Source: an optimization exercise on an open RTL-to-GDS flow (aim: small area). Production flows keep margins and buffers that such runs may drop. Only simulation tests tie the RTL to the original design; equivalence was not proved. No driver is modelled on the clock port, so clocking that relies on it looks cheaper here than on a real chip. Power and IR drop assume default switching activity.

File: flow/flow/run.sh
#!/bin/bash
# Standard layout with two changes:
#  * synthesis is the standard script, with an area-oriented ABC script
#    (flow/abc_area.script) in place of ORFS's abc_area.script;
#  * the port buffers are made from the smallest buffer cell, and constant
#    outputs share one tie cell.
set -euo pipefail
export BUFFER_PORTS_ARGS="-buffer_cell sky130_fd_sc_hd__buf_1"
export SKIP_REPAIR_TIE_FANOUT=1
# clock tree without dummy balancing loads
export CTS_ARGS="-sink_clustering_enable -repair_clock_nets -dont_use_dummy_load -buf_list sky130_fd_sc_hd__clkbuf_8"
rm -rf scripts_abc
cp -r "$FLOW_HOME/scripts" scripts_abc
cp flow/abc_area.script scripts_abc/abc_area.script
SCRIPTS_DIR="$PWD/scripts_abc" bash standard.sh synth > synth.log 2>&1
bash standard.sh > standard.log 2>&1
File: flow/flow/abc_area.script
strash
&get -n
&deepsyn -J 100
&dch -f
&nf -a -R 1000
&put
topo
File: flow/standard.sh
#!/bin/bash
# synth_recipe.tcl (not shown) runs the flow's synth.tcl, then flattens the netlist and writes it again
# the make line also repeats each setting of config.mk as NAME=value (left out here)
make -C /OpenROAD-flow-scripts/flow DESIGN_CONFIG=/design/flow/config.mk WORK_HOME=/design/flow/orfs CLKGATE_MAP_FILE= SYNTH_SCRIPT=/design/flow/synth_recipe.tcl "${@:-finish}"
File: flow/config.mk
export PLATFORM = sky130hd
export DESIGN_NAME = jtag_txn_seq
export DESIGN_NICKNAME = jtag_txn_seq
export VERILOG_FILES = /design/flow/design.v
export SDC_FILE = /design/flow/constraint.sdc
export NUM_CORES = 4
export LEC_CHECK = 0
export ABC_AREA = 1
export CAP_MARGIN = 20
export CORE_MARGIN = 2
export CORE_UTILIZATION = 40
export CTS_BUF_LIST = sky130_fd_sc_hd__clkbuf_8
export PLACE_DENSITY = 0.6
export SLEW_MARGIN = 20
File: flow/constraint.sdc
create_clock -name core_clock -period 10.0 [get_ports {clk}]
set_input_delay 2.0000 -clock core_clock [delete_from_list [all_inputs] [get_ports {clk}]]
set_output_delay 2.0000 -clock core_clock [all_outputs]
set_load 0.01 [all_outputs]
File: flow/design.v
module jtag_txn_seq #(
    parameter integer MAX_POLLS = 200
) (
    input  wire        clk,
    input  wire        rst,
    input  wire        req_valid,
    output wire        req_ready,
    input  wire [3:0]  req_cmd,
    input  wire [31:0] req_addr,
    input  wire [31:0] req_wdata,
    output wire        rsp_valid,
    input  wire        rsp_ready,
    output wire [2:0]  rsp_status,
    output wire [1:0]  rsp_kind,
    output wire [31:0] rsp_rdata,
    output wire [31:0] rsp_idcode,
    output wire        rsp_dev_found,
    output wire [7:0]  rsp_dev_desc,
    output wire [7:0]  rsp_tp_err,
    output wire        port_suspect,
    input  wire        port_resync,
    output wire [31:0] seq_status,
    output wire [31:0] dbg_poll_count,
    output wire        tp_cmd_valid,
    input  wire        tp_cmd_ready,
    output reg  [1:0]  tp_cmd_op,
    output reg  [5:0]  tp_cmd_width,
    output reg  [31:0] tp_cmd_bits,
    input  wire        tp_rsp_valid,
    input  wire        tp_rsp_ok,
    input  wire [31:0] tp_rsp_bits,
    input  wire [7:0]  tp_rsp_err,
    output wire [10:0] cat_mfg_id,
    output wire [15:0] cat_part_id,
    input  wire        cat_found,
    input  wire [7:0]  cat_desc
);
    localparam [3:0] IR_STATUS      = 4'h8;
    localparam [3:0] IR_TXN_COMMAND = 4'h9;
    localparam [3:0] IR_ADDRESS     = 4'hA;
    localparam [3:0] IR_DATA        = 4'hB;
    localparam [3:0] IR_IDCODE      = 4'hC;
    localparam integer STATUS_FL_BIT = 1;
    localparam integer STATUS_RD_BIT = 2;
    localparam [3:0] PH_IDLE        = 4'h0;
    localparam [3:0] PH_ID_SEL      = 4'h1;
    localparam [3:0] PH_ID_SHIFT    = 4'h2;
    localparam [3:0] PH_ADDR_SEL    = 4'h3;
    localparam [3:0] PH_ADDR_SHIFT  = 4'h4;
    localparam [3:0] PH_WDATA_SEL   = 4'h5;
    localparam [3:0] PH_WDATA_SHIFT = 4'h6;
    localparam [3:0] PH_CMD_SEL     = 4'h7;
    localparam [3:0] PH_CMD_SHIFT   = 4'h8;
    localparam [3:0] PH_STAT_SEL    = 4'h9;
    localparam [3:0] PH_STAT_POLL   = 4'hA;
    localparam [3:0] PH_RDATA_SEL   = 4'hB;
    localparam [3:0] PH_RDATA_SHIFT = 4'hC;
    localparam [3:0] PH_RESPOND     = 4'hD;
    localparam [3:0] PH_FAULT       = 4'hE;
    localparam [1:0] K_IDENTIFY = 2'b00;
    localparam [1:0] K_READ     = 2'b01;
    localparam [1:0] K_WRITE    = 2'b10;
    localparam [1:0] K_FAULT    = 2'b11;
    localparam [1:0] OP_WRITE_IR = 2'b00;
    localparam [1:0] OP_READ_DR  = 2'b01;
    localparam [1:0] OP_WRITE_DR = 2'b10;
    reg [3:0]  phase;
    reg        waiting;
    reg [1:0]  kind;
    reg [1:0]  space;
    reg        suspect;
    reg        polled;
    reg [31:0] a_q;
    reg [31:0] w_q;
    wire [1:0] req_op = req_cmd[1:0];
    wire [1:0] req_sp = req_cmd[3:2];
    wire       req_illegal = (req_op == 2'b11) || (req_op != 2'b00 && req_sp == 2'b11);
    wire idle    = (phase == PH_IDLE);
    wire accept  = idle && req_valid;
    wire in_tp   = (phase != PH_IDLE) && (phase < PH_RESPOND);
    wire answer  = in_tp && waiting && tp_rsp_valid;
    always @(*) begin
        tp_cmd_op    = OP_WRITE_IR;
        tp_cmd_width = 6'd4;
        tp_cmd_bits  = 32'h0;
        case (phase)
            PH_ID_SEL:      tp_cmd_bits = {28'h0, IR_IDCODE};
            PH_ID_SHIFT:    begin tp_cmd_op = OP_READ_DR;  tp_cmd_width = 6'd32; end
            PH_ADDR_SEL:    tp_cmd_bits = {28'h0, IR_ADDRESS};
            PH_ADDR_SHIFT:  begin tp_cmd_op = OP_WRITE_DR; tp_cmd_width = 6'd32; tp_cmd_bits = a_q; end
            PH_WDATA_SEL:   tp_cmd_bits = {28'h0, IR_DATA};
            PH_WDATA_SHIFT: begin tp_cmd_op = OP_WRITE_DR; tp_cmd_width = 6'd32; tp_cmd_bits = w_q; end
            PH_CMD_SEL:     tp_cmd_bits = {28'h0, IR_TXN_COMMAND};
            PH_CMD_SHIFT:   begin tp_cmd_op = OP_WRITE_DR; tp_cmd_bits = {29'h0, kind[0], space}; end
            PH_STAT_SEL:    tp_cmd_bits = {28'h0, IR_STATUS};
            PH_STAT_POLL:   tp_cmd_op = OP_READ_DR;
            PH_RDATA_SEL:   tp_cmd_bits = {28'h0, IR_DATA};
            PH_RDATA_SHIFT: begin tp_cmd_op = OP_READ_DR;  tp_cmd_width = 6'd32; end
            default: ;
        endcase
    end
    assign tp_cmd_valid = in_tp && !waiting;
    wire [3:0] poll_bits  = tp_rsp_bits[3:0];
    wire       poll_fail  = poll_bits[STATUS_FL_BIT];
    wire       poll_ready = poll_bits[STATUS_RD_BIT];
    wire [7:0] poll_cnt   = polled ? a_q[7:0] : 8'h0;
    wire [7:0] poll_next  = poll_cnt + 8'd1;
    wire       poll_limit = (poll_next == MAX_POLLS[7:0]);
    assign cat_mfg_id  = w_q[11:1];
    assign cat_part_id = w_q[27:12];
    always @(posedge clk) begin
        if (rst) begin
            phase   <= PH_IDLE;
            suspect <= 1'b1;
            polled  <= 1'b0;
        end else begin
            if (idle && port_resync)
                suspect <= 1'b0;
            if (accept) begin
                polled  <= 1'b0;
                waiting <= 1'b0;
                space   <= req_sp;
                if (req_illegal) begin
                    kind  <= K_FAULT;
                    phase <= PH_FAULT;
                end else begin
                    kind  <= req_op;
                    phase <= (req_op == K_IDENTIFY) ? PH_ID_SEL : PH_ADDR_SEL;
                end
            end
            if (phase == PH_RESPOND && rsp_ready)
                phase <= PH_IDLE;
            if (in_tp) begin
                if (!waiting) begin
                    if (tp_cmd_ready)
                        waiting <= 1'b1;
                end else if (tp_rsp_valid) begin
                    waiting <= !tp_rsp_ok;
                    if (!tp_rsp_ok) begin
                        suspect <= 1'b1;
                        phase   <= PH_RESPOND;
                    end else begin
                        case (phase)
                            PH_ID_SEL:      phase <= PH_ID_SHIFT;
                            PH_ID_SHIFT:    phase <= PH_RESPOND;
                            PH_ADDR_SEL:    phase <= PH_ADDR_SHIFT;
                            PH_ADDR_SHIFT:  phase <= kind[1] ? PH_WDATA_SEL : PH_CMD_SEL;
                            PH_WDATA_SEL:   phase <= PH_WDATA_SHIFT;
                            PH_WDATA_SHIFT: phase <= PH_CMD_SEL;
                            PH_CMD_SEL:     phase <= PH_CMD_SHIFT;
                            PH_CMD_SHIFT:   phase <= PH_STAT_SEL;
                            PH_STAT_SEL:    phase <= PH_STAT_POLL;
                            PH_STAT_POLL: begin
                                polled <= 1'b1;
                                if (poll_fail) begin
                                    phase <= PH_RESPOND;
                                end else if (poll_ready) begin
                                    phase <= kind[0] ? PH_RDATA_SEL : PH_RESPOND;
                                end else if (poll_limit) begin
                                    suspect <= 1'b1;
                                    phase   <= PH_RESPOND;
                                end
                            end
                            PH_RDATA_SEL:   phase <= PH_RDATA_SHIFT;
                            default:        phase <= PH_RESPOND;
                        endcase
                    end
                end
            end
        end
    end
    wire        a_load = accept;
    wire        a_poll = answer && tp_rsp_ok && (phase == PH_STAT_POLL);
    wire        a_hold = !a_load && !a_poll;
    always @(posedge clk) begin
        if (idle)
            a_q[31:12] <= req_addr[31:12];
        a_q[11:0] <= ({12{a_load}} & req_addr[11:0])
                   | ({12{a_poll}} & {poll_bits, poll_next})
                   | ({12{a_hold}} & a_q[11:0]);
    end
    wire        w_load = idle;
    wire        w_cap  = answer && (!kind[1] || !tp_rsp_ok);
    wire        w_ok   = w_cap && tp_rsp_ok;
    wire        w_err  = w_cap && !tp_rsp_ok;
    wire        w_hold = !w_load && !w_cap;
    always @(posedge clk) begin
        w_q[31:8] <= ({24{w_load}} & req_wdata[31:8])
                   | ({24{w_cap}}  & tp_rsp_bits[31:8])
                   | ({24{w_hold}} & w_q[31:8]);
        w_q[7:0]  <= ({8{w_load}} & req_wdata[7:0])
                   | ({8{w_ok}}   & tp_rsp_bits[7:0])
                   | ({8{w_err}}  & tp_rsp_err)
                   | ({8{w_hold}} & w_q[7:0]);
    end
    wire is_respond = (phase == PH_RESPOND);
    wire is_fault   = (phase == PH_FAULT);
    wire [3:0] last_status = polled ? a_q[11:8] : 4'h0;
    wire       tp_error = waiting;
    wire       lst_fl   = last_status[STATUS_FL_BIT];
    wire       lst_rd   = last_status[STATUS_RD_BIT];
    wire [2:0] status   = is_fault ? 3'd4 :
                          {1'b0, tp_error | (polled & !lst_fl & !lst_rd),
                                 !tp_error & polled & (lst_fl | !lst_rd)};
    assign req_ready      = idle;
    assign rsp_valid      = is_respond || is_fault;
    assign rsp_status     = status;
    assign rsp_kind       = kind;
    assign rsp_rdata      = w_q;
    assign rsp_idcode     = w_q;
    assign rsp_dev_found  = cat_found;
    assign rsp_dev_desc   = cat_desc;
    assign rsp_tp_err     = w_q[7:0];
    assign port_suspect   = suspect;
    assign dbg_poll_count = {24'h0, poll_cnt};
    wire id_ok = is_respond && (kind == K_IDENTIFY) && !tp_error;
    assign seq_status = {14'h0,
                         rsp_valid ? kind : 2'b00,
                         last_status,
                         phase,
                         id_ok & cat_found,
                         rsp_valid ? status : 3'b000,
                         is_fault,
                         suspect,
                         rsp_valid,
                         in_tp};
endmodule
==> results.toml, run 1 <==
[layout]
final_cell_mix = "buf_1, nand2_1, dfxtp_1"
area_growth_pct = 11.2
diodes = 0
drive_above_1_share_pct = 2.84
fin_nets = 801
layout_commonest_cell = "buf_1"
utilization_pct = 45.2
fin_cells = 810

[sta]
finalHoldViolCount = 0
finalSetupTns_ps = 0
setup_viol = 0
layout_min_cycle_time_ps = 4450
worst_slew_pin_slew_ps = 697
timing.final.crit_share_pct = 44.5
maxSlewHeadroom_pct = 53.5
maxSlewViolCount = 0
clock.fmax_mhz = 225
finClkSkew_ps = 22.4
grt_setup_unrepaired = "false"
setup_slack_ps = 5550

[route]
drt-total-wl_um = 15000
dr.first_iter.drc_count = 314
firstDrtPassIters = 6
routed-via-count = 4272
ant_nets = 0
drc = 0
viasPerCell = 5.27
post_drt_wl_per_cell_um = 18.6

[floorplanning]
core_um2 = 10700
io_pins = 346
fp.dieW_um = 109
die-area_um2 = 11800
rows = 38
start_util_pct = 40.7
die_y_um = 109

[pwr]
p_int_mw = 0.873
power-per-cell-area_nw_per_um2 = 359
seqPwrFrac_pct = 37.5
p_sw_mw = 0.870
p_leak_nw = 1.79
peakVddDrop_mv = 0.172
p_clk_share_pct = 10.3
p_comb_share_pct = 52.1
swShare_pct = 49.9

[worst_setup_path]
worstPathRequired_ps = 8000
crit_path_end_kind = "primary output"
reg2reg_slack_ps = 6610
cpPeakStageDelay_ps = 170
cp_common_cell = "buf_1"
cp_max_fo = 2
worstPathArrival_ps = 2450
worstPathCellList = "buf_1 -> nand2_1 -> nor3_1 -> buf_1"
critPathLaunchType = "input pin"
cpMaxStageDelayCell = "buf_1"
criticalPathCategory = "input pin to primary output"

[clocking]
clk_latency_ps = 350
path_clk_slew_ps = 60
cts-buffers-inserted = 9
cts_max_level = 3
hold_buffers = 0
cts_resized = 0
clkSinkCount = 75
cts_setup_buffers = 0
cts_root_buffer = "clkbuf_8"
clock_path_buffers = 2
cts_tree = "built"

[synth]
synth_seq_cells = 75
synth_edf_count = 25
synth_warnings = 1
syn-num-nets = 623
ys_async_sr_fraction_pct = 0
syn_avg_cell_area_um2 = 8.85
synth_area_leaders = "dfxtp_1, buf_4, edfxtp_1, nand2_1, a22oi_1"
synth.top_cell.area_share_pct = 22.9
synth-seq-area-share_pct = 40.1
netlist_instances = 494
synth_top_cell_by_area = "dfxtp_1"
ys.flop_type = "dfxtp_1"
synth_area_um2 = 4370
ys_types = 36

[global_routing]
grt_overflow = 0
grt_start_max_net_pins = 57
grt_pass1_vias = 3890
grt_pass1_wl_um = 21200
antenna_found_initial = 0
track_usage_pct = 24.1

[placement]
portBuffers = 287
place.gp.congestion = 0.890
dp_slack_ps = 5550
hpwl_um = 11500
place_inst = 801

[min_path]
hp-class = "register to register"

[run]
maxCapViolations = 0

[status]
status = "no timing/DRC/antenna violations"
-- path summary, 6_finish.rpt --
kind                                start            end  cells past startpoint
worst max register to register   phase[0]         a_q[7]                     10
worst max-delay path            cat_found  seq_status[7]                      4
worst min register to register    w_q[28]        w_q[28]                      2
worst min-delay path              w_q[28]        w_q[28]                      2
-- power groups by stage --
| stage | clock network (mW) | logic [mW] | registers, mW |
|---|---|---|---|
| final | 0.180 | 0.909 | 0.654 |
| after global routing | 0.198 | 1.01 | 0.679 |
| after CTS | 0.186 | 0.912 | 0.655 |
| after detailed placement | 0 | 0.909 | 0.662 |
| after global placement | 0 | 0.911 | 0.653 |
| after floorplan | 0 | 0.725 | 0.644 |
-- flip-flops by register name (all words and copies together) (netlist names) --
name	flops
a_q	32
kind	2
phase	4
polled	1
space	2
suspect	1
w_q	32
waiting	1
-- cell type report --
| cell class | count | area (um^2) |
|---|---|---|
| well taps | 140 | 175 |
| repair buffers | 292 | 1110 |
| flip-flops and latches | 75 | 1750 |
| clock buffers | 9 | 124 |
| fillers | 1101 | 5890 |
| inverters | 10 | 37.5 |
| multi-input cells | 284 | 1660 |
-- per-stage QoR --
stage	hold slack [ps]	area [um^2]	power [mW]
after global placement	464	4740	1.56
final	476	4860	1.74
after global routing	491	4860	1.89
after detailed placement	471	4740	1.57
after floorplan	462	4370	1.37
after CTS	479	4860	1.75
-- Yosys cell counts (all sizes together), types with 2 or more instances --
cell type	n
nand3	10
xnor2	2
edfxtp	25
nor2	20
a31oi	7
nor3	5
clkinv	10
and3	6
nand2b	2
a22o	28
a222oi	8
o31ai	3
a221o	4
and2	16
dfxtp	50
ha	4
a22oi	33
buf	125
a21oi	11
o21ai	12
nand2	96
o22ai	3
-- critical path, delay by kind of cell --
family | cells | cell delay, ps
buf+inv | 2 | 260
simple gates | 2 | 190
-- logic make-up after synthesis --
| family | share of synthesized area [%] |
|---|---|
| adders and majority gates | 1.14 |
| other | 0.0858 |
| AOI/OAI and AO/OA | 19.9 |
| DFF | 40.1 |
| buffers and inverters | 22.3 |
| and+or+nand+nor | 16.1 |
| xor gates and xnor gates | 0.401 |
-- per-layer routing --
metal	track usage (%)	up-vias	part of all wire, %
met5	0	-	0
met4	10.4	0	2.2
met3	3.80	28	6.6
met2	40.3	225	49
met1	30.7	2023	42
li1	-	1996	-
==> run 2, diff against run 1 <==
==> flow/flow/run.sh (replaced) <==
#!/bin/bash
# Standard layout with these changes:
#  * synthesis is the standard script, with an area-oriented ABC script
#    (flow/abc_area.script) in place of ORFS's abc_area.script;
#  * the port buffers are made from the smallest buffer cell, and constant
#    outputs share one tie cell;
#  * the clock tree has no dummy balancing loads, and lightly loaded leaf
#    buffers are downsized (flow/clkresize.tcl).
set -euo pipefail
export BUFFER_PORTS_ARGS="-buffer_cell sky130_fd_sc_hd__buf_1"
export SKIP_REPAIR_TIE_FANOUT=1
export CTS_ARGS="-sink_clustering_enable -repair_clock_nets -dont_use_dummy_load -buf_list sky130_fd_sc_hd__clkbuf_8"
rm -rf scripts_abc
cp -r "$FLOW_HOME/scripts" scripts_abc
cp flow/abc_area.script scripts_abc/abc_area.script
SCRIPTS_DIR="$PWD/scripts_abc" bash standard.sh synth > synth.log 2>&1
bash standard.sh cts > cts.log 2>&1
RESULTS="$PWD/orfs/results/sky130hd/jtag_txn_seq/base" SLEW_MAX=0.095 \
  openroad -no_init -exit flow/clkresize.tcl > clkresize.log 2>&1
bash standard.sh > standard.log 2>&1
==> flow/flow/clkresize.tcl (new file) <==
set R $::env(RESULTS)
set P $::env(FLOW_HOME)/platforms/sky130hd
read_lef $P/lef/sky130_fd_sc_hd.tlef
read_lef $P/lef/sky130_fd_sc_hd_merged.lef
read_liberty $P/lib/sky130_fd_sc_hd__tt_025C_1v80.lib
read_db $R/4_cts.odb
read_sdc $R/4_cts.sdc
source $P/setRC.tcl
set_propagated_clock [all_clocks]
estimate_parasitics -placement
set slew_max $::env(SLEW_MAX)

proc sink_slew {net} {
  set w 0
  foreach p [get_pins -of_objects $net -filter "direction==input"] {
    set s [get_property $p slew_max]
    if {$s > $w} { set w $s }
  }
  return $w
}

foreach inst [get_cells -filter "ref_name==sky130_fd_sc_hd__clkbuf_8"] {
  set out [get_pins -of_objects $inst -filter "direction==output"]
  set net [get_nets -of_objects $out]
  set leaf 1
  foreach p [get_pins -of_objects $net -filter "direction==input"] {
    if {![string match */CLK [get_full_name $p]]} { set leaf 0 }
  }
  if {!$leaf} continue
  replace_cell $inst sky130_fd_sc_hd__clkbuf_4
  estimate_parasitics -placement
  set s [sink_slew $net]
  if {$s > $slew_max} {
    replace_cell $inst sky130_fd_sc_hd__clkbuf_8
    estimate_parasitics -placement
    puts "keep [get_full_name $inst] clkbuf_8 (slew [format %.3f $s] with clkbuf_4)"
  } else {
    puts "downsize [get_full_name $inst] to clkbuf_4 (slew [format %.3f $s])"
  }
}
write_db $R/4_cts.odb
==> run 2 against run 1 <==
Compared with the run above:
- register-to-register slack about the same
- setup slack improved by 1.6 ps
- via count decreased by 0.14%
==> results.toml, run 2 <==
[pwr]
power-per-cell-area_nw_per_um2 = 357
peakVddDrop_mv = 0.176
p_leak_nw = 1.78

[layout]
fin_cells = 810
fin_nets = 801
fillers = 1102
drive_above_1_share_pct = 2.84
top_regs = "a_q: 32 flops, w_q: 32 flops, phase: 4 flops"
final_cell_mix = "buf_1, nand2_1, dfxtp_1"
area_growth_pct = 10.9
layout_commonest_cell = "buf_1"
diodes = 0

[sta]
layout_min_cycle_time_ps = 4440
finClkSkew_ps = 28.8
clock.fmax_mhz = 225
finalSetupTns_ps = 0
timing.final.crit_share_pct = 44.4
maxSlewViolCount = 0
setup_viol = 0
grt_setup_unrepaired = "false"
finalHoldViolCount = 0
maxSlewHeadroom_pct = 53.5
worst_slew_pin_slew_ps = 697
whs_ps = 477

[floorplanning]
core_um2 = 10700
rows = 38
fp.dieW_um = 109
die_y_um = 109
start_util_pct = 40.7
die-area_um2 = 11800
io_pins = 346

[worst_setup_path]
crit_path_end_kind = "primary output"
worstPathRequired_ps = 8000
rr_worst_depth = 10
criticalPathCategory = "input pin to primary output"
cp_max_fo = 2
critPathLaunchType = "input pin"
worstPathArrival_ps = 2440

[clocking]
path_clk_slew_ps = 80
hold_buffers = 0
cts_root_buffer = "clkbuf_8"
cts_resized = 0
cts_setup_buffers = 0
cts_tree = "built"
cts_max_level = 3
clk_latency_ps = 350
clock_path_buffers = 2
clkSinkCount = 75
cts-buffers-inserted = 9

[min_path]
hp-class = "register to register"
hold_path_depth = 2

[synth]
synth_edf_count = 25
synth.top_cell.area_share_pct = 22.9
netlist_instances = 494
synth_area_um2 = 4370
syn_avg_cell_area_um2 = 8.85
ys.flop_type = "dfxtp_1"
synth_commonest_cells = "buf_4, nand2_1, dfxtp_1"
synth_area_leaders = "dfxtp_1, buf_4, edfxtp_1, nand2_1, a22oi_1"
synth_top_cell_by_area = "dfxtp_1"
yosysMostFrequentCell = "buf_4"
syn-num-nets = 623
ys_async_sr_fraction_pct = 0
synth-seq-area-share_pct = 40.1
ys_types = 36
synth_seq_cells = 75
synth_warnings = 1

[global_routing]
grt_start_max_net_pins = 57
grt_pass1_wl_um = 21100
grt_overflow = 0
antenna_found_initial = 0
grt_pass1_vias = 3890
track_usage_pct = 24.1

[placement]
hpwl_um = 11500
portBuffers = 287
place_inst = 801
place.gp.congestion = 0.890

[route]
routed-via-count = 4266
viasPerCell = 5.27
post_drt_wl_per_cell_um = 18.5
drc = 0
dr.first_iter.drc_count = 311
firstDrtPassIters = 5
ant_nets = 0
drt-total-wl_um = 15000

[run]
maxCapViolations = 0

[status]
status = "no timing/DRC/antenna violations"
[run 2: cell counts after synthesis]
No cell type changed its count.
[run 2: final cells by class]
class,count,area [um^2],share of cell area [%]
Multi-Input combinational cell,284,1660,34.2
Tap cell,140,175,3.61
Inverter,10,37.5,0.774
Sequential cell,75,1750,36.1
Clock buffer,9,111,2.30
Timing Repair Buffer,292,1110,23.0
[run 2: critical path: stages]
cell,delay (ps)
buf_1,90
nand2_1,60
nor3_1,130
buf_1,170
[run 2: kinds of logic (layout without fill, tap and decap cells)]
logic type / after synthesis / after routing / share of synthesized area (%)
AOI/OAI and AO/OA: 116 / 116 / 19.9
xor gates and xnor gates: 2 / 2 / 0.401
adders and majority gates: 4 / 4 / 1.14
buffers and inverters: 135 / 311 / 22.3
DFF: 75 / 75 / 40.1
other: 1 / 1 / 0.0858
and+or+nand+nor: 161 / 161 / 16.1
[run 2: routing by layer]
| metal | wire (um) | vias to the layer above | GRT usage [%] |
|---|---|---|---|
| met1 | 6280 | 2022 | 30.7 |
| met3 | 960 | 30 | 3.80 |
| met5 | 0 | - | 0 |
| met2 | 7410 | 219 | 40.3 |
| met4 | 325 | 0 | 10.4 |
| li1 | - | 1995 | - |
[run 2: worst paths after layout]
path         startpoint            end  slack (ps)
min             w_q[28]        w_q[28]         480
max           cat_found  seq_status[7]        5560
max reg2reg    phase[0]         a_q[7]        6600
min reg2reg     w_q[28]        w_q[28]         480
[run 2: where the power goes]
| part | total, mW | internal [mW] | leakage (nW) | switching (mW) |
|---|---|---|---|---|
| sequential | 0.654 | 0.484 | 0.661 | 0.170 |
| combinational | 0.908 | 0.309 | 1.06 | 0.600 |
| clock | 0.170 | 0.0721 | 0.0595 | 0.0983 |
[run 2: through the flow]
| step | setup WS, ps | util (%) | power [mW] | instance area, um^2 |
|---|---|---|---|---|
| final | 5560 | 45.1 | 1.73 | 4850 |
| after global routing | 5470 | 45.1 | 1.88 | 4850 |
| after floorplan | 5070 | - | 1.37 | 4370 |
| after global placement | 5550 | 44.1 | 1.56 | 4740 |
| after CTS | 5550 | 45.2 | 1.75 | 4860 |
| after detailed placement | 5550 | 44.1 | 1.57 | 4740 |
==> run 3, diff against run 2 <==
--- a/flow/flow/run.sh
+++ b/flow/flow/run.sh
@@ -16,5 +16,5 @@
 SCRIPTS_DIR="$PWD/scripts_abc" bash standard.sh synth > synth.log 2>&1
 bash standard.sh cts > cts.log 2>&1
-RESULTS="$PWD/orfs/results/sky130hd/jtag_txn_seq/base" SLEW_MAX=0.095 \
+RESULTS="$PWD/orfs/results/sky130hd/jtag_txn_seq/base" SLEW_MAX=0.11 \
   openroad -no_init -exit flow/clkresize.tcl > clkresize.log 2>&1
 bash standard.sh > standard.log 2>&1
==> flow/flow/clkresize.tcl (replaced) <==
set R $::env(RESULTS)
set P $::env(FLOW_HOME)/platforms/sky130hd
read_lef $P/lef/sky130_fd_sc_hd.tlef
read_lef $P/lef/sky130_fd_sc_hd_merged.lef
read_liberty $P/lib/sky130_fd_sc_hd__tt_025C_1v80.lib
read_db $R/4_cts.odb
read_sdc $R/4_cts.sdc
source $P/setRC.tcl
set_propagated_clock [all_clocks]
estimate_parasitics -placement
set slew_max $::env(SLEW_MAX)

proc clk_slew {} {
  set w 0
  foreach p [get_pins -hierarchical */CLK] {
    set s [get_property $p slew_max]
    if {$s > $w} { set w $s }
  }
  return $w
}

# leaves first (buffers that drive only flip-flop clock pins), then the rest
set leaves {}
set others {}
foreach inst [get_cells -filter "ref_name==sky130_fd_sc_hd__clkbuf_8"] {
  set net [get_nets -of_objects [get_pins -of_objects $inst -filter "direction==output"]]
  set leaf 1
  foreach p [get_pins -of_objects $net -filter "direction==input"] {
    if {![string match */CLK [get_full_name $p]]} { set leaf 0 }
  }
  if {$leaf} { lappend leaves $inst } else { lappend others $inst }
}
foreach inst [concat $leaves $others] {
  replace_cell $inst sky130_fd_sc_hd__clkbuf_4
  estimate_parasitics -placement
  set s [clk_slew]
  if {$s > $slew_max} {
    replace_cell $inst sky130_fd_sc_hd__clkbuf_8
    estimate_parasitics -placement
    puts "keep [get_full_name $inst] clkbuf_8 (worst clock slew [format %.3f $s] with clkbuf_4)"
  } else {
    puts "downsize [get_full_name $inst] to clkbuf_4 (worst clock slew [format %.3f $s])"
  }
}
puts "worst clock slew [format %.3f [clk_slew]]"
write_db $R/4_cts.odb
==> run 3 against run 2 <==
Compared with the run above:
- clock power shrank 11%
- flip-flop and latch count unchanged
- synthesized cell count is the same
- still clean on timing, DRC and antenna
- design area down 0.52%
- combinational power about the same
- global-route usage unchanged
- setup slack got worse by 2.3 ps
- non-clock buffer count unchanged
- synthesized area did not move
- critical path depth did not move
- largest cell class unchanged
- die area is the same
==> results.toml, run 3 <==
[status]
status = "no timing/DRC/antenna violations"

[placement]
hpwl_um = 11500
place_inst = 801
dp_slack_ps = 5550
place.gp.congestion = 0.890
portBuffers = 287
placed_area_um2 = 4740

[sta]
whs_ps = 477
setup_viol = 0
maxSlewViolCount = 0
setup_slack_ps = 5550
grt_setup_unrepaired = "false"
layout_min_cycle_time_ps = 4450
finalHoldViolCount = 0
clock.fmax_mhz = 225
timing.final.crit_share_pct = 44.5
finalSetupTns_ps = 0
maxSlewHeadroom_pct = 53.6
worst_slew_pin_slew_ps = 697
finClkSkew_ps = 24.0

[synth]
ys_types = 36
synth_area_um2 = 4370
synth_area_leaders = "dfxtp_1, buf_4, edfxtp_1, nand2_1, a22oi_1"
yosysMostFrequentCell = "buf_4"
synth_top_cell_by_area = "dfxtp_1"
synth_commonest_cells = "buf_4, nand2_1, dfxtp_1"
ys.flop_type = "dfxtp_1"
synth_seq_cells = 75
syn-num-nets = 623
ys_async_sr_fraction_pct = 0
synth.top_cell.area_share_pct = 22.9
syn_avg_cell_area_um2 = 8.85
synth_edf_count = 25
netlist_instances = 494
synth_warnings = 1
synth-seq-area-share_pct = 40.1

[layout]
final_cell_mix = "buf_1, nand2_1, dfxtp_1"
final-seq-area_um2 = 1750
utilization_pct = 44.9
finalInstanceArea_um2 = 4820
drive_above_1_share_pct = 2.84
fillers = 1107
area_growth_pct = 10.3
diodes = 0
multi_input_area_um2 = 1660
fin_nets = 801
top_regs = "a_q: 32 flops, w_q: 32 flops, phase: 4 flops"
layout_commonest_cell = "buf_1"
fin_cells = 810

[pwr]
p_clk_share_pct = 8.8
p_int_mw = 0.847
p_sw_mw = 0.865
p_leak_nw = 1.77
peakVddDrop_mv = 0.173
p_total_mw = 1.71
seqPwrFrac_pct = 38.2
p_comb_share_pct = 53.0
swShare_pct = 50.5
power-per-cell-area_nw_per_um2 = 355

[floorplanning]
fp.dieW_um = 109
die-area_um2 = 11800
io_pins = 346
rows = 38
start_util_pct = 40.7
die_y_um = 109
core_um2 = 10700

[clocking]
clock_path_buffers = 2
clkSinkCount = 75
path_clk_slew_ps = 80
hold_buffers = 0
cts-buffers-inserted = 9
cts_setup_buffers = 0
cts_root_buffer = "clkbuf_8"
clk_latency_ps = 410
cts_resized = 0
cts_tree = "built"
cts_max_level = 3

[route]
routed-via-count = 4300
firstDrtPassIters = 6
ant_nets = 0
drc = 0
viasPerCell = 5.31
post_drt_wl_per_cell_um = 18.5
dr.first_iter.drc_count = 298
drt-total-wl_um = 14900

[global_routing]
grt_start_max_net_pins = 57
grt_pass1_vias = 3906
grt_overflow = 0
track_usage_pct = 24.1
grt_pass1_wl_um = 21100
antenna_found_initial = 0

[worst_setup_path]
worstPathArrival_ps = 2450
criticalPathCategory = "input pin to primary output"
cp_max_fo = 2
worstPathRequired_ps = 8000
endpoint = "seq_status[7]"
critPathLaunchType = "input pin"
reg2reg_slack_ps = 6610
crit_path_end_kind = "primary output"
rr_worst_depth = 10
reg2reg_to = "a_q[7]"
cp-startpoint = "cat_found"
r2r-start = "phase[0]"

[run]
maxCapViolations = 0

[min_path]
hp-class = "register to register"
min_from = "w_q[28]"
==> run 3: cell counts after synthesis <==
Identical to the previous run, type by type.
==> run 3: power by group through the flow <==
stage                     Clock, mW  Sequential (mW)  Combinational [mW]
after floorplan                   0            0.644               0.725
after global placement            0            0.653               0.911
after detailed placement          0            0.662               0.909
after CTS                     0.186            0.655               0.912
after global routing          0.169            0.678                1.01
final                         0.151            0.653               0.908
==> run 3: metal layers <==
metal	wire length [um]	up-vias	track usage (%)
met5	0	-	0
met4	366	0	10.4
met3	977	34	3.80
met2	7360	232	40.4
met1	6250	2037	30.7
li1	-	1997	-
==> run 3: worst min path at each step <==
stage	end	slack (ps)	depth (start not counted)
3_3_place_gp	w_q[31]	460	2
3_5_place_dp	w_q[31]	470	2
6_report	w_q[28]	480	2
4_1_cts	w_q[31]	480	2
2_1_floorplan	a_q[11]	460	2
5_1_grt	w_q[28]	500	2
==> run 3: cell families (layout without fill, tap and decap cells) <==
group / count (synthesis) / count (layout) / share of synthesized area, %
adder cells (fa/ha/maj): 4 / 4 / 1.14
AND/OR/NAND/NOR: 161 / 161 / 16.1
other: 1 / 1 / 0.0858
XOR/XNOR: 2 / 2 / 0.401
buffers and inverters: 135 / 311 / 22.3
flip-flops: 75 / 75 / 40.1
AO/OA/AOI/OAI: 116 / 116 / 19.9
==> run 3: cell type report <==
type,instances,share of cell area (%)
clock buffers,9,1.79
well taps,140,3.63
inverters,10,0.778
multi-input cells,284,34.4
repair buffers,292,23.1
flip-flops and latches,75,36.3
==> run 3: worst max-delay path: stages <==
cell and delay (ps):
buf_1 90, nand2_1 60, nor3_1 130, buf_1 170
==> run 4, diff against run 3 <==
--- a/flow/flow/run.sh
+++ b/flow/flow/run.sh
@@ -16,5 +16,5 @@
 SCRIPTS_DIR="$PWD/scripts_abc" bash standard.sh synth > synth.log 2>&1
 bash standard.sh cts > cts.log 2>&1
-RESULTS="$PWD/orfs/results/sky130hd/jtag_txn_seq/base" SLEW_MAX=0.11 \
+RESULTS="$PWD/orfs/results/sky130hd/jtag_txn_seq/base" SLEW_MAX=0.115 \
   openroad -no_init -exit flow/clkresize.tcl > clkresize.log 2>&1
 bash standard.sh > standard.log 2>&1
==> run 4 against run 3 <==
Compared with the run above:
- via count unchanged
- fmax about the same
- setup slack about the same
- largest cell class unchanged
- synthesized cell count unchanged
- sequential power about the same
- highest routed layer unchanged
- first-iteration DRC count down 2.7%
- hold slack about the same
- core utilization down 0.058 points
- die area unchanged
==> results.toml, run 4 <==
[layout]
top_regs = "a_q: 32 flops, w_q: 32 flops, phase: 4 flops"
diodes = 0
fin_cells = 810
layout_commonest_cell = "buf_1"
fillers = 1109
final_cell_mix = "buf_1, nand2_1, dfxtp_1"
drive_above_1_share_pct = 2.84
fin_nets = 801
area_growth_pct = 10.2

[min_path]
hp-class = "register to register"
hold_path_depth = 2

[sta]
worst_slew_pin_slew_ps = 706
finalSetupTns_ps = 0
maxSlewHeadroom_pct = 53.0
finalHoldViolCount = 0
timing.final.crit_share_pct = 44.5
clock.fmax_mhz = 225
grt_setup_unrepaired = "false"
maxSlewViolCount = 0
setup_viol = 0
finClkSkew_ps = 23.6
layout_min_cycle_time_ps = 4450

[worst_setup_path]
crit_path_end_kind = "primary output"
worstPathArrival_ps = 2450
cp_common_cell = "buf_1"
cp_max_fo = 2
rr_worst_depth = 10
cpPeakStageDelay_ps = 170
worstPathRequired_ps = 8000
criticalPathCategory = "input pin to primary output"
critPathLaunchType = "input pin"
cpMaxStageDelayCell = "buf_1"
worstPathCellList = "buf_1 -> nand2_1 -> nor3_1 -> buf_1"

[route]
firstDrtPassIters = 7
routed-via-count = 4300
viasPerCell = 5.31
post_drt_wl_per_cell_um = 18.5
dr.first_iter.drc_count = 290
ant_nets = 0
drt-total-wl_um = 15000
drc = 0

[floorplanning]
start_util_pct = 40.7
io_pins = 346
core_um2 = 10700
fp.dieW_um = 109
rows = 38
die_y_um = 109
die-area_um2 = 11800

[clocking]
cts_resized = 0
cts_max_level = 3
hold_buffers = 0
cts_root_buffer = "clkbuf_8"
cts_setup_buffers = 0
cts-buffers-inserted = 9
clock_path_buffers = 2
cts_tree = "built"
clk_latency_ps = 420
path_clk_slew_ps = 80
clkSinkCount = 75

[global_routing]
grt_overflow = 0
grt_pass1_vias = 3910
grt_pass1_wl_um = 21100
track_usage_pct = 24.1
grt_start_max_net_pins = 57
antenna_found_initial = 0

[status]
status = "no timing/DRC/antenna violations"

[synth]
syn-num-nets = 623
synth_warnings = 1
yosysMostFrequentCell = "buf_4"
synth_seq_cells = 75
synth_area_um2 = 4370
synth_area_leaders = "dfxtp_1, buf_4, edfxtp_1, nand2_1, a22oi_1"
syn_avg_cell_area_um2 = 8.85
ys.flop_type = "dfxtp_1"
netlist_instances = 494
ys_async_sr_fraction_pct = 0
ys_types = 36
synth_top_cell_by_area = "dfxtp_1"
synth_edf_count = 25
synth-seq-area-share_pct = 40.1
synth_commonest_cells = "buf_4, nand2_1, dfxtp_1"
synth.top_cell.area_share_pct = 22.9

[pwr]
peakVddDrop_mv = 0.172
p_leak_nw = 1.77
power-per-cell-area_nw_per_um2 = 355

[placement]
place.gp.congestion = 0.890
place_inst = 801
hpwl_um = 11500
portBuffers = 287

[run]
maxCapViolations = 0
==> run 4: cell counts after synthesis <==
Identical to the previous run, type by type.
==> run 4: where the power goes <==
part           switching, mW  internal (mW)  total, mW  leakage (nW)
combinational          0.600          0.309      0.909          1.06
clock                 0.0958         0.0504      0.146        0.0466
sequential             0.170          0.483      0.653         0.661
total                  0.866          0.842       1.71          1.77
==> run 4: layout make-up <==
cell class | instances | area, um^2 | area share [%]
Timing Repair Buffer | 292 | 1110 | 23.1
Clock buffer | 9 | 80.1 | 1.66
Inverter | 10 | 37.5 | 0.779
Multi-Input combinational cell | 284 | 1660 | 34.4
Sequential cell | 75 | 1750 | 36.4
Tap cell | 140 | 175 | 3.64
==> run 4: final timing paths <==
check                               start             to  slack, ps
worst max-delay path            cat_found  seq_status[7]       5550
worst min-delay path              w_q[28]        w_q[28]        480
worst max register to register   phase[0]         a_q[7]       6650
worst min register to register    w_q[28]        w_q[28]        480
==> run 4: layer usage <==
metal  vias up  share of wire (%)  track usage, %
met5         -                  0               0
met4         0                2.5            10.4
met3        34                6.4            3.80
met2       246                 49            40.4
met1      2024                 42            30.6
li1       1996                  -               -
==> run 4: logic make-up (layout without fill, tap and decap cells) <==
family | count (synthesis) | in the layout | share of synthesized area [%]
AOI/OAI and AO/OA | 116 | 116 | 19.9
xor gates and xnor gates | 2 | 2 | 0.401
adders and majority gates | 4 | 4 | 1.14
buffers and inverters | 135 | 311 | 22.3
DFF | 75 | 75 | 40.1
other | 1 | 1 | 0.0858
and+or+nand+nor | 161 | 161 | 16.1
==> run 4: stage by stage <==
| stage | area, um^2 | total power [mW] | hold WS (ps) | setup slack (ps) | util, % |
|---|---|---|---|---|---|
| after floorplan | 4370 | 1.37 | 462 | 5070 | - |
| after global placement | 4740 | 1.56 | 464 | 5550 | 44.1 |
| after detailed placement | 4740 | 1.57 | 471 | 5550 | 44.1 |
| after CTS | 4860 | 1.75 | 479 | 5550 | 45.2 |
| after global routing | 4820 | 1.85 | 496 | 5440 | 44.8 |
| final | 4820 | 1.71 | 477 | 5550 | 44.8 |
==> run 4: critical path: cells and delay by family <==
family | cells | cell delay, ps
buffers and inverters | 2 | 260
AND/OR/NAND/NOR | 2 | 190
==> run 5, diff against run 4 <==
==> flow/flow/abc_area.script (replaced) <==
strash
&get -n
&deepsyn -J 100
&dch -f
&nf -a -R 1000
&put
strash
&get -n
&deepsyn -J 100
&dch -f
&nf -a -R 1000
&put
topo
==> run 5 against run 4 <==
Compared with the run above:
- count of clock-buffer cells in the layout unchanged
- global-route usage decreased by 1.3 points
- die area decreased by 0.32%
- critical path type is now register to primary output
- largest cell class unchanged
- critical endpoint is now tp_cmd_bits[2]
- synthesized cell count decreased by 0.81%
==> results.toml, run 5 <==
[sta]
setup_slack_ps = 5470
layout_min_cycle_time_ps = 4530
grt_setup_unrepaired = "false"
finClkSkew_ps = 33.1
timing.final.crit_share_pct = 45.3
whs_ps = 491
maxSlewHeadroom_pct = 54.2
maxSlewViolCount = 0
worst_slew_pin_slew_ps = 686
finalHoldViolCount = 0
clock.fmax_mhz = 221
setup_viol = 0
finalSetupTns_ps = 0

[clocking]
clkSinkCount = 75
clock_path_buffers = 2
clk_latency_ps = 410
hold_buffers = 0
cts_max_level = 3
cts_root_buffer = "clkbuf_8"
path_clk_slew_ps = 80
cts_tree = "built"
cts-buffers-inserted = 9
cts_resized = 0
cts_setup_buffers = 0

[layout]
finalInstanceArea_um2 = 4800
area_growth_pct = 10.3
fin_nets = 797
top_regs = "a_q: 32 flops, w_q: 32 flops, phase: 4 flops"
drive_above_1_share_pct = 2.85
final_cell_mix = "buf_1, nand2_1, dfxtp_1"
utilization_pct = 44.7
layout_commonest_cell = "buf_1"
fin_cells = 807

[floorplanning]
die_y_um = 108
start_util_pct = 40.5
die-area_um2 = 11700
rows = 38
fp.dieW_um = 108
io_pins = 346
core_um2 = 10700

[synth]
ys_async_sr_fraction_pct = 0
ys.flop_type = "dfxtp_1"
synth_warnings = 1
yosysMostFrequentCell = "buf_4"
synth_edf_count = 25
synth_seq_cells = 75
syn-num-nets = 619
syn_avg_cell_area_um2 = 8.89
netlist_instances = 490
synth_top_cell_by_area = "dfxtp_1"
synth_commonest_cells = "buf_4, nand2_1, dfxtp_1"
synth_area_leaders = "dfxtp_1, buf_4, edfxtp_1, nand2_1, a22oi_1"
synth-seq-area-share_pct = 40.2
ys_types = 37
synth.top_cell.area_share_pct = 23.0
synth_area_um2 = 4360

[route]
ant_nets = 0
drc = 0
routed-via-count = 4272
firstDrtPassIters = 6
drt-total-wl_um = 14300
dr.first_iter.drc_count = 320
viasPerCell = 5.29
post_drt_wl_per_cell_um = 17.8

[pwr]
peakVddDrop_mv = 0.204
p_total_mw = 1.74
power-per-cell-area_nw_per_um2 = 362
p_leak_nw = 1.76

[min_path]
hp-class = "register to register"

[worst_setup_path]
worstPathCellList = "ha_1 -> nand2b_1 -> nor2_2 -> buf_4 -> a221o_1 -> buf_1"
critPathLaunchType = "register"
crit_path_end_kind = "primary output"
worstPathRequired_ps = 8000
cp_top_family = "simple AND/OR/NAND/NOR gates"
criticalPathCategory = "register to primary output"
path_buf_inv = 2
cp_max_fo = 16
cpMaxStageDelayCell = "nor2_2"
cpPeakStageDelay_ps = 560
worstPathArrival_ps = 2530

[global_routing]
antenna_found_initial = 1
track_usage_pct = 22.8
grt_overflow = 0
grt_pass1_wl_um = 20000
grt_start_max_net_pins = 57
grt_pass1_vias = 3659

[run]
maxCapViolations = 0

[status]
status = "no timing/DRC/antenna violations"

[placement]
placed_area_um2 = 4720
place_inst = 797
portBuffers = 287
hpwl_um = 10900
dp_slack_ps = 5470
place.gp.congestion = 0.900
[run 5: changes by cell type after synthesis, sizes merged, moves of 2 or more]
cell and delta:
a31oi -3, nand2 -3, nand3 -2, nor2 +2
[run 5: final timing paths]
kind / start / to / slack [ps] / cells past startpoint
setup / recovery: phase[2] / tp_cmd_bits[2] / 5470 / 6
hold / removal: w_q[17] / w_q[17] / 490 / 2
setup reg to reg: phase[0] / a_q[7] / 6640 / 10
hold reg to reg: w_q[17] / w_q[17] / 490 / 2
[run 5: cell type report]
cell class	instances	area, um^2
timing repair buffer	292	1110
tap	140	175
antenna	1	2.50
multi-input combinational	280	1640
clock buffer	9	80.1
fill	1134	5940
inverter	10	37.5
sequential	75	1750
[run 5: tightest hold or removal path: cells and delay by family, from the launching register on]
kind | cells | cell delay, ps
DFF | 1 | 350
and+or+nand+nor | 2 | 100
[run 5: kinds of logic after synthesis]
| logic type | Yosys count | share of synthesized area [%] |
|---|---|---|
| simple gates | 157 | 15.6 |
| buf+inv | 135 | 22.4 |
| compound gates | 116 | 20.1 |
| flops | 75 | 40.2 |
| fa+ha+maj | 4 | 1.15 |
| xor+xnor | 2 | 0.402 |
| other cells | 1 | 0.0861 |
[run 5: where the power goes]
part	internal [mW]	switching, mW
clock	0.0505	0.0963
combinational	0.322	0.609
sequential	0.490	0.172
[run 5: metal layers]
metal | routed length [um] | global-route usage (%) | share of wire, % | vias up
li1 | - | - | - | 1990
met1 | 5730 | 28.6 | 40 | 2008
met2 | 7120 | 39.2 | 50 | 248
met3 | 1130 | 3.62 | 7.9 | 26
met4 | 369 | 8.88 | 2.6 | 0
met5 | 0 | 0 | 0 | -
==> run 6, diff against run 5 <==
--- a/flow/design.v
+++ b/flow/design.v
@@ -70,5 +70,4 @@
     reg [1:0]  space;
     reg        suspect;
-    reg        polled;
     reg [31:0] a_q;
     reg [31:0] w_q;
@@ -104,6 +103,5 @@
     wire       poll_fail  = poll_bits[STATUS_FL_BIT];
     wire       poll_ready = poll_bits[STATUS_RD_BIT];
-    wire [7:0] poll_cnt   = polled ? a_q[7:0] : 8'h0;
-    wire [7:0] poll_next  = poll_cnt + 8'd1;
+    wire [7:0] poll_next  = a_q[7:0] + 8'd1;
     wire       poll_limit = (poll_next == MAX_POLLS[7:0]);
     assign cat_mfg_id  = w_q[11:1];
@@ -113,10 +111,8 @@
             phase   <= PH_IDLE;
             suspect <= 1'b1;
-            polled  <= 1'b0;
         end else begin
             if (idle && port_resync)
                 suspect <= 1'b0;
             if (accept) begin
-                polled  <= 1'b0;
                 waiting <= 1'b0;
                 space   <= req_sp;
@@ -152,5 +148,4 @@
                             PH_STAT_SEL:    phase <= PH_STAT_POLL;
                             PH_STAT_POLL: begin
-                                polled <= 1'b1;
                                 if (poll_fail) begin
                                     phase <= PH_RESPOND;
@@ -170,7 +165,10 @@
         end
     end
-    wire        a_load = accept;
-    wire        a_poll = answer && tp_rsp_ok && (phase == PH_STAT_POLL);
-    wire        a_hold = !a_load && !a_poll;
+    wire        rw_req = !req_illegal && (req_op != K_IDENTIFY);
+    wire        a_load = !rst && accept && rw_req;
+    wire        a_poll = !rst && answer && tp_rsp_ok && (phase == PH_STAT_POLL);
+    wire        a_clr  = rst || (accept && !rw_req) ||
+                         (answer && (phase == PH_ADDR_SHIFT || (phase == PH_ADDR_SEL && !tp_rsp_ok)));
+    wire        a_hold = !a_load && !a_poll && !a_clr && !accept;
     always @(posedge clk) begin
         if (idle)
@@ -196,11 +194,13 @@
     wire is_respond = (phase == PH_RESPOND);
     wire is_fault   = (phase == PH_FAULT);
-    wire [3:0] last_status = polled ? a_q[11:8] : 4'h0;
+    wire       show_polls  = !(phase == PH_ADDR_SEL || phase == PH_ADDR_SHIFT);
+    wire [3:0] last_status = show_polls ? a_q[11:8] : 4'h0;
+    wire       rw_kind     = kind[1] | kind[0];
     wire       tp_error = waiting;
     wire       lst_fl   = last_status[STATUS_FL_BIT];
     wire       lst_rd   = last_status[STATUS_RD_BIT];
     wire [2:0] status   = is_fault ? 3'd4 :
-                          {1'b0, tp_error | (polled & !lst_fl & !lst_rd),
-                                 !tp_error & polled & (lst_fl | !lst_rd)};
+                          {1'b0, tp_error | (rw_kind & !lst_fl & !lst_rd),
+                                 !tp_error & rw_kind & (lst_fl | !lst_rd)};
     assign req_ready      = idle;
     assign rsp_valid      = is_respond || is_fault;
@@ -213,5 +213,5 @@
     assign rsp_tp_err     = w_q[7:0];
     assign port_suspect   = suspect;
-    assign dbg_poll_count = {24'h0, poll_cnt};
+    assign dbg_poll_count = {24'h0, show_polls ? a_q[7:0] : 8'h0};
     wire id_ok = is_respond && (kind == K_IDENTIFY) && !tp_error;
     assign seq_status = {14'h0,
--- a/flow/flow/run.sh
+++ b/flow/flow/run.sh
@@ -1,5 +1,6 @@
 #!/bin/bash
 # Standard layout with these changes:
-#  * synthesis is the standard script, with an area-oriented ABC script
+#  * synthesis is the standard script without the fixed adder cells, with
+#    an area-oriented ABC script
 #    (flow/abc_area.script) in place of ORFS's abc_area.script;
 #  * the port buffers are made from the smallest buffer cell, and constant
@@ -14,5 +15,6 @@
 cp -r "$FLOW_HOME/scripts" scripts_abc
 cp flow/abc_area.script scripts_abc/abc_area.script
-SCRIPTS_DIR="$PWD/scripts_abc" bash standard.sh synth > synth.log 2>&1
+# no fixed adder cells: ABC maps the adders with the rest of the logic
+ADDER_MAP_FILE= SCRIPTS_DIR="$PWD/scripts_abc" bash standard.sh synth > synth.log 2>&1
 bash standard.sh cts > cts.log 2>&1
 RESULTS="$PWD/orfs/results/sky130hd/jtag_txn_seq/base" SLEW_MAX=0.115 \
==> run 6 against run 5 <==
Compared with the run above:
- first-iteration DRC count down 4.7%
- still clean
- setup slack worse by 590 ps
- clock power about the same
- critical endpoint is now seq_status[5]
- critical path type unchanged
- sequential share of layout area shrank 0.29 points
- fmax down 12%
==> results.toml, run 6 <==
[worst_setup_path]
worstPathRequired_ps = 8000
cp_common_cell = "nor2_1"
cp_max_fo = 33
cp_top_family = "simple AND/OR/NAND/NOR gates"
reg2reg_slack_ps = 6520
worstPathCellList = "nand2b_1 -> nor2_4 -> nor2_1 -> nand2_1 -> o21ai_0 -> nor2_1 -> nor2_1 -> nor2_1 -> buf_1"
crit_path_end_kind = "primary output"
criticalPathCategory = "register to primary output"
cpPeakStageDelay_ps = 730
worstPathArrival_ps = 3130
r2r-start = "phase[0]"
critical_path_cell_count = 9
cpMaxStageDelayCell = "nor2_4"
critPathLaunchType = "register"
cp-startpoint = "phase[2]"
path_buf_inv = 1
rr_worst_depth = 11

[global_routing]
grt_start_max_net_pins = 56
grt_pass1_wl_um = 21300
antenna_found_initial = 0
grt_pass1_vias = 3909
track_usage_pct = 24.3
grt_overflow = 0

[route]
viasPerCell = 5.22
drt-total-wl_um = 14700
drc = 0
routed-via-count = 4174
ant_nets = 0
firstDrtPassIters = 6
dr.first_iter.drc_count = 305
post_drt_wl_per_cell_um = 18.3

[sta]
maxSlewHeadroom_pct = 40.9
maxSlewViolCount = 0
clock.fmax_mhz = 195
finalSetupTns_ps = 0
finalHoldViolCount = 0
finClkSkew_ps = 27.6
worst_slew_pin_slew_ps = 884
setup_viol = 0
grt_setup_unrepaired = "false"
layout_min_cycle_time_ps = 5130
timing.final.crit_share_pct = 51.3

[clocking]
path_clk_slew_ps = 90
clk_latency_ps = 410
cts_tree = "built"
cts_max_level = 3
clkSinkCount = 74
cts_root_buffer = "clkbuf_8"
hold_buffers = 0
cts-buffers-inserted = 9
clock_path_buffers = 2
cts_resized = 0
cts_setup_buffers = 0

[layout]
top_regs = "a_q: 32 flops, w_q: 32 flops, phase: 4 flops"
fin_nets = 791
finalInstanceArea_um2 = 4790
final_cell_mix = "buf_1, nand2_1, dfxtp_1"
drive_above_1_share_pct = 3.46
fillers = 1114
layout_commonest_cell = "buf_1"
diodes = 0
area_growth_pct = 11.3

[placement]
placed_area_um2 = 4690
portBuffers = 287
hpwl_um = 11300
place.gp.congestion = 0.917

[synth]
synth_commonest_cells = "buf_4, nand2_1, dfxtp_1"
synth_area_um2 = 4300
ys_async_sr_fraction_pct = 0
synth.top_cell.area_share_pct = 22.8
synth_warnings = 1
synth_area_leaders = "dfxtp_1, buf_4, edfxtp_1, nand2_1, a22o_1"
synth_top_cell_by_area = "dfxtp_1"
synth_seq_cells = 74
syn_avg_cell_area_um2 = 8.83
netlist_instances = 487
ys_types = 38
syn-num-nets = 612
synth_edf_count = 25
ys.flop_type = "dfxtp_1"
yosysMostFrequentCell = "buf_4"
synth-seq-area-share_pct = 40.3

[floorplanning]
core_um2 = 10400
rows = 37
fp.dieW_um = 108
die_y_um = 108
start_util_pct = 41.5
die-area_um2 = 11600
io_pins = 346

[min_path]
hp-class = "register to register"
hold_path_depth = 2
min_from = "w_q[22]"

[pwr]
peakVddDrop_mv = 0.154
power-per-cell-area_nw_per_um2 = 359
p_leak_nw = 1.73

[run]
maxCapViolations = 0

[status]
status = "no timing/DRC/antenna violations"
[run 6: per-layer routing]
metal	track usage, %	vias up	wire length (um)
met2	41.3	242	7440
met3	5.08	35	1150
met1	29.2	1921	5520
met5	0	-	0
met4	11.8	0	562
li1	-	1976	-
[run 6: per-stage QoR]
stage	util (%)	hold slack (ps)	setup WS, ps	cells	total power [mW]
finish	46.2	486	4870	800	1.72
detailed placement	45.2	470	5270	791	1.59
global route	46.2	516	4500	800	1.86
floorplan	-	472	3240	487	1.38
CTS	46.4	485	4930	800	1.76
global placement	45.2	462	5340	791	1.58
[run 6: final cells by class]
type                    count  area (um^2)  share of cell area, %
flip-flops and latches     74         1730                   36.2
clock buffers               9         80.1                   1.67
inverters                  14         52.6                   1.10
repair buffers            293         1120                   23.4
multi-input cells         274         1630                   34.1
well taps                 136          170                   3.55
[run 6: cells by family (layout without fill, tap and decap cells)]
group	count (synthesis)	count (layout)	synth area share [%]
other	1	1	0.0872
AND/OR/NAND/NOR	165	165	16.7
XOR/XNOR	2	2	0.407
buffers and inverters	139	316	23.0
flip-flops	74	74	40.3
AO/OA/AOI/OAI	106	106	19.5
[run 6: worst paths after layout]
kind                    to
min reg2reg        w_q[22]
max reg2reg         a_q[7]
min                w_q[22]
max          seq_status[5]
[run 6: tightest hold or removal path: stages (launching register included)]
cell and delay [ps]:
dfxtp_1 350, nand2_1 60, nand2_1 40
[run 6: where the power goes]
group	total, mW	switching, mW	internal (mW)
clock network	0.145	0.0948	0.0505
registers	0.624	0.150	0.474
logic	0.948	0.636	0.313
==> run 7, diff against run 6 <==
==> flow/flow/abc_area.script (replaced) <==
strash
&get -n
&deepsyn -J 100
&dch -f
&nf -a -R 1000
&put
topo
==> run 7 against run 6 <==
Compared with the run above:
- via count fell by 0.86%
- combinational power about the same
- hold slack worse by 3.3 ps
- flip-flop and latch count did not move
- sequential share of layout area up 0.11 points
- still clean on timing, DRC and antenna
- first-iteration DRC count grew 2.3%
- setup slack lost 180 ps
- register-to-register slack gained 220 ps
- non-clock buffer count decreased by 2
- synthesized area about the same
- core utilization decreased by 0.14 points
- largest cell class unchanged
==> results.toml, run 7 <==
[sta]
layout_min_cycle_time_ps = 5310
timing.final.crit_share_pct = 53.1
maxSlewHeadroom_pct = 35.7
setup_viol = 0
worst_slew_pin_slew_ps = 964
finalHoldViolCount = 0
finClkSkew_ps = 24.4
maxSlewViolCount = 0
finalSetupTns_ps = 0
clock.fmax_mhz = 188
grt_setup_unrepaired = "false"
setup_slack_ps = 4690

[worst_setup_path]
criticalPathCategory = "register to primary output"
critPathLaunchType = "register"
cp_max_fo = 30
worstPathCellList = "or2_0 -> nor2_4 -> a21oi_1 -> nand2_1 -> o21ai_0 -> nor2_1 -> nor2_1 -> nor2_1 -> buf_1"
worstPathArrival_ps = 3310
cp_common_cell = "nor2_1"
worstPathRequired_ps = 8000
path_buf_inv = 1
cpMaxStageDelayCell = "a21oi_1"
cpPeakStageDelay_ps = 800
cp_top_family = "compound AO/OA/AOI/OAI gates"
crit_path_end_kind = "primary output"

[clocking]
cts_root_buffer = "clkbuf_8"
cts_setup_buffers = 0
cts_max_level = 3
cts_tree = "built"
path_clk_slew_ps = 110
clkSinkCount = 74
clk_latency_ps = 400
cts_resized = 0
clock_path_buffers = 2
hold_buffers = 0
cts-buffers-inserted = 9

[layout]
area_growth_pct = 11.0
fin_cells = 799
fillers = 1117
multi_input_area_um2 = 1630
final_cell_mix = "buf_1, nand2_1, dfxtp_1"
finalInstanceArea_um2 = 4770
fin_nets = 788
drive_above_1_share_pct = 3.03
final-seq-area_um2 = 1730
layout_commonest_cell = "buf_1"
top_regs = "a_q: 32 flops, w_q: 32 flops, phase: 4 flops"

[synth]
ys.flop_type = "dfxtp_1"
synth_seq_cells = 74
synth-seq-area-share_pct = 40.3
synth_edf_count = 25
synth_area_um2 = 4300
netlist_instances = 486
synth_area_leaders = "dfxtp_1, buf_4, edfxtp_1, nand2_1, a22o_1"
ys_types = 35
syn-num-nets = 611
ys_async_sr_fraction_pct = 0
synth_warnings = 1
yosysMostFrequentCell = "buf_4"
synth_top_cell_by_area = "dfxtp_1"
syn_avg_cell_area_um2 = 8.84
synth.top_cell.area_share_pct = 22.8
synth_commonest_cells = "buf_4, nand2_1, dfxtp_1"

[run]
maxCapViolations = 0

[placement]
portBuffers = 287
placed_area_um2 = 4680
place.gp.congestion = 0.943
hpwl_um = 11100
dp_slack_ps = 5170
place_inst = 788

[pwr]
peakVddDrop_mv = 0.202
power-per-cell-area_nw_per_um2 = 360
p_total_mw = 1.72
p_leak_nw = 1.70

[route]
routed-via-count = 4138
ant_nets = 0
firstDrtPassIters = 6
post_drt_wl_per_cell_um = 18.4
drc = 0
drt-total-wl_um = 14700
dr.first_iter.drc_count = 312
viasPerCell = 5.18

[floorplanning]
rows = 37
die_y_um = 108
fp.dieW_um = 108
core_um2 = 10400
start_util_pct = 41.4
io_pins = 346
die-area_um2 = 11600

[global_routing]
track_usage_pct = 24.2
grt_overflow = 0
antenna_found_initial = 1
grt_start_max_net_pins = 58
grt_pass1_vias = 3791
grt_pass1_wl_um = 21100

[min_path]
hp-class = "register to register"

[status]
status = "no timing/DRC/antenna violations"
## run 7: layout make-up
type                            instances  share of cell area (%)
Sequential cell                        74                    36.3
Multi-Input combinational cell        277                    34.2
Timing Repair Buffer                  291                    23.2
Tap cell                              136                    3.57
Clock buffer                            9                    1.81
Inverter                               10                   0.787
Antenna cell                            2                   0.105
## run 7: per-layer routing
layer,track usage (%),share of wire (%),vias to the layer above
met5,0,0,-
met4,10.1,1.7,0
met3,3.81,6.1,19
met2,42.6,52,207
met1,29.2,40,1945
li1,-,-,1967
## run 7: power breakdown
| group | internal (mW) | switching (mW) | leakage [nW] |
|---|---|---|---|
| Combinational | 0.306 | 0.640 | 1.00 |
| Clock | 0.0546 | 0.0955 | 0.0492 |
| Sequential | 0.475 | 0.149 | 0.651 |
## run 7: final timing paths
| check | start | end | slack, ps | cells past startpoint |
|---|---|---|---|---|
| hold reg to reg | w_q[28] | w_q[28] | 480 | 2 |
| setup reg to reg | phase[0] | a_q[7] | 6740 | 13 |
| hold / removal | w_q[28] | w_q[28] | 480 | 2 |
| setup / recovery | phase[0] | seq_status[5] | 4690 | 9 |
## run 7: worst min-delay path, cell delays in order (launching register included)
cell and delay [ps]:
dfxtp_1 350, nand2_1 60, nand2_1 40
## run 7: metrics by stage
step	hold slack [ps]	utilization, %
floorplan	472	-
global placement	459	45.1
detailed placement	468	45.1
CTS	479	46.3
global route	503	46.0
finish	482	46.0
## run 7: cell families (layout without fill, tap and decap cells)
group | after synthesis | in the layout | share of synthesized area, %
other | 1 | 3 | 0.0873
XOR/XNOR | 2 | 2 | 0.408
flip-flops | 74 | 74 | 40.3
AND/OR/NAND/NOR | 165 | 165 | 16.9
buffers and inverters | 135 | 310 | 22.7
AO/OA/AOI/OAI | 109 | 109 | 19.6
==> run 8, diff against run 7 <==
--- a/flow/config.mk
+++ b/flow/config.mk
@@ -11,4 +11,4 @@
 export CORE_UTILIZATION = 40
 export CTS_BUF_LIST = sky130_fd_sc_hd__clkbuf_8
-export PLACE_DENSITY = 0.6
+export PLACE_DENSITY = 0.8
 export SLEW_MARGIN = 20
==> run 8 against run 7 <==
Compared with the run above:
- via count up 0.36%
- synthesized cell count did not move
- flip-flop and latch count unchanged
- critical endpoint is now rsp_status[1]
- largest cell class unchanged
==> results.toml, run 8 <==
[worst_setup_path]
worstPathRequired_ps = 8000
critPathLaunchType = "register"
cp_max_fo = 30
criticalPathCategory = "register to primary output"
crit_path_end_kind = "primary output"
worstPathArrival_ps = 3170

[synth]
synth_edf_count = 25
synth_commonest_cells = "buf_4, nand2_1, dfxtp_1"
netlist_instances = 486
synth_area_um2 = 4300
syn-num-nets = 611
synth_area_leaders = "dfxtp_1, buf_4, edfxtp_1, nand2_1, a22o_1"
ys_async_sr_fraction_pct = 0
ys.flop_type = "dfxtp_1"
synth_top_cell_by_area = "dfxtp_1"
syn_avg_cell_area_um2 = 8.84
synth.top_cell.area_share_pct = 22.8
ys_types = 35
synth-seq-area-share_pct = 40.3
yosysMostFrequentCell = "buf_4"
synth_warnings = 1
synth_seq_cells = 74

[layout]
drive_above_1_share_pct = 3.03
finalInstanceArea_um2 = 4780
final_cell_mix = "buf_1, nand2_1, dfxtp_1"
fillers = 1021
fin_nets = 788
top_regs = "a_q: 32 flops, w_q: 32 flops, phase: 4 flops"
layout_commonest_cell = "buf_1"
area_growth_pct = 11.1

[route]
drt-total-wl_um = 12800
ant_nets = 0
routed-via-count = 4153
viasPerCell = 5.20
firstDrtPassIters = 5
post_drt_wl_per_cell_um = 16.0
dr.first_iter.drc_count = 361
drc = 0

[sta]
finalSetupTns_ps = 0
timing.final.crit_share_pct = 51.7
maxSlewHeadroom_pct = 32.1
grt_setup_unrepaired = "false"
worst_slew_pin_slew_ps = 1010
clock.fmax_mhz = 193
whs_ps = 471
finalHoldViolCount = 0
setup_slack_ps = 4830
maxSlewViolCount = 0
finClkSkew_ps = 22.4
setup_viol = 0
layout_min_cycle_time_ps = 5170

[global_routing]
grt_pass1_vias = 3477
antenna_found_initial = 2
grt_start_max_net_pins = 58
grt_pass1_wl_um = 18300
grt_overflow = 0
track_usage_pct = 20.9

[placement]
hpwl_um = 9670
dp_slack_ps = 5260
place.gp.congestion = 0.909
placed_area_um2 = 4670
portBuffers = 287

[floorplanning]
die_y_um = 108
rows = 37
die-area_um2 = 11600
core_um2 = 10400
fp.dieW_um = 108
start_util_pct = 41.4
io_pins = 346

[clocking]
hold_buffers = 0
path_clk_slew_ps = 90
cts_root_buffer = "clkbuf_8"
cts_resized = 0
cts-buffers-inserted = 9
clock_path_buffers = 2
cts_setup_buffers = 0
clk_latency_ps = 390
cts_max_level = 3
cts_tree = "built"
clkSinkCount = 74

[run]
maxCapViolations = 0

[pwr]
power-per-cell-area_nw_per_um2 = 352
p_leak_nw = 1.70
peakVddDrop_mv = 0.291

[min_path]
hp-class = "register to register"

[status]
status = "no timing/DRC/antenna violations"
run 8: cell count changes in the layout (fill, tap and decap cells not counted):
cell	delta
nor2_4	-2
nor4_2	-1
clkbuf_8	-1
a2111oi_2	-1
nor4_4	+1
clkbuf_4	+1
a2111oi_4	+1
nor2_2	+2
run 8: cells by family after synthesis:
kind of cell    after synthesis  share of synthesized area [%]
compound gates              109                           19.6
xor+xnor                      2                          0.408
buf+inv                     135                           22.7
flops                        74                           40.3
other cells                   1                         0.0873
simple gates                165                           16.9
run 8: per-stage QoR:
step	power [mW]	instances	util [%]
6_report	1.68	799	46.1
5_1_grt	1.83	798	46.0
4_1_cts	1.73	797	46.2
3_5_place_dp	1.55	788	45.0
3_3_place_gp	1.54	788	45.0
2_1_floorplan	1.37	486	-
run 8: final timing paths:
kind	from	end	slack, ps	depth (start not counted)
setup / recovery	phase[0]	rsp_status[1]	4830	10
hold / removal	w_q[28]	w_q[28]	470	2
setup reg to reg	phase[0]	a_q[7]	6730	9
hold reg to reg	w_q[28]	w_q[28]	470	2
run 8: layout make-up:
cell class                      instances  area [um^2]  area share, %
Tap cell                              136          170           3.56
Clock buffer                            9         80.1           1.68
Sequential cell                        74         1730           36.2
Timing Repair Buffer                  291         1110           23.2
Antenna cell                            2         5.00          0.105
Multi-Input combinational cell        277         1650           34.4
Inverter                               10         37.5          0.786
run 8: report_power, final:
group | internal (mW) | total [mW] | leakage (nW) | switching [mW]
registers | 0.475 | 0.617 | 0.651 | 0.143
clock network | 0.0505 | 0.141 | 0.0466 | 0.0908
logic | 0.307 | 0.925 | 1.00 | 0.618
total | 0.832 | 1.68 | 1.70 | 0.852
run 8: critical path: stages (launching register included):
cell and delay [ps]:
dfxtp_1 520, or2_0 340, nor2_2 50, buf_4 260, a21oi_1 750, nand2_1 180, o21ai_0 330, nor2_1 70
nor2_1 120, nor2_1 50, buf_1 140
run 8: routing by layer:
| metal | GRT usage (%) | wire [um] | vias up |
|---|---|---|---|
| li1 | - | - | 1972 |
| met1 | 25.5 | 5010 | 1892 |
| met2 | 34.1 | 6300 | 262 |
| met3 | 5.93 | 1250 | 27 |
| met4 | 9.16 | 262 | 0 |
| met5 | 0 | 0 | - |

## what the ideal ports hide
The flow's constraints put no driver on any port. The routed layouts listed below were extracted and timed again, unchanged, in two steps. Step 1 (the two cells are an assumption about what drives the block):
set clk [get_ports {clk}]
set_driving_cell -lib_cell sky130_fd_sc_hd__clkbuf_16 $clk
set_driving_cell -lib_cell sky130_fd_sc_hd__buf_2 [delete_from_list [all_inputs] $clk]
Step 2 also shifts input and output timing later by t, the mid clock arrival at the registers, as if the neighbouring blocks saw the same clock. Three values: ideal, step 1, step 2; two values: the first two.
run | shift t [ns] | setup slack, ns | clock arrival spread, ns | worst register clock-pin slew, ns | pins driven straight from the clock port
run 1 | 0.371 | 5.554 / 5.533 / 5.533 | 0.023 / 0.022 | 0.08 / 0.08 | 1
run 2 | 0.372 | 5.556 / 5.535 / 5.535 | 0.029 / 0.030 | 0.09 / 0.09 | 1
run 3 | 0.433 | 5.554 / 5.532 / 5.532 | 0.025 / 0.026 | 0.10 / 0.10 | 1
run 4 | 0.440 | 5.553 / 5.532 / 5.532 | 0.029 / 0.029 | 0.11 / 0.11 | 1
run 5 | 0.427 | 5.469 / 5.436 / 5.454 | 0.034 / 0.034 | 0.11 / 0.11 | 1
run 6 | 0.428 | 4.874 / 4.841 / 5.270 | 0.035 / 0.035 | 0.12 / 0.12 | 1
run 7 | 0.427 | 4.692 / 4.662 / 5.090 | 0.035 / 0.035 | 0.11 / 0.11 | 1
run 8 | 0.417 | 4.826 / 4.792 / 5.210 | 0.023 / 0.023 | 0.10 / 0.10 | 1
After both steps every run listed still meets setup and hold. For run 3, which loses most, drivers alone change the setup slack by -0.022 ns; drivers and shift together by -0.022 ns.
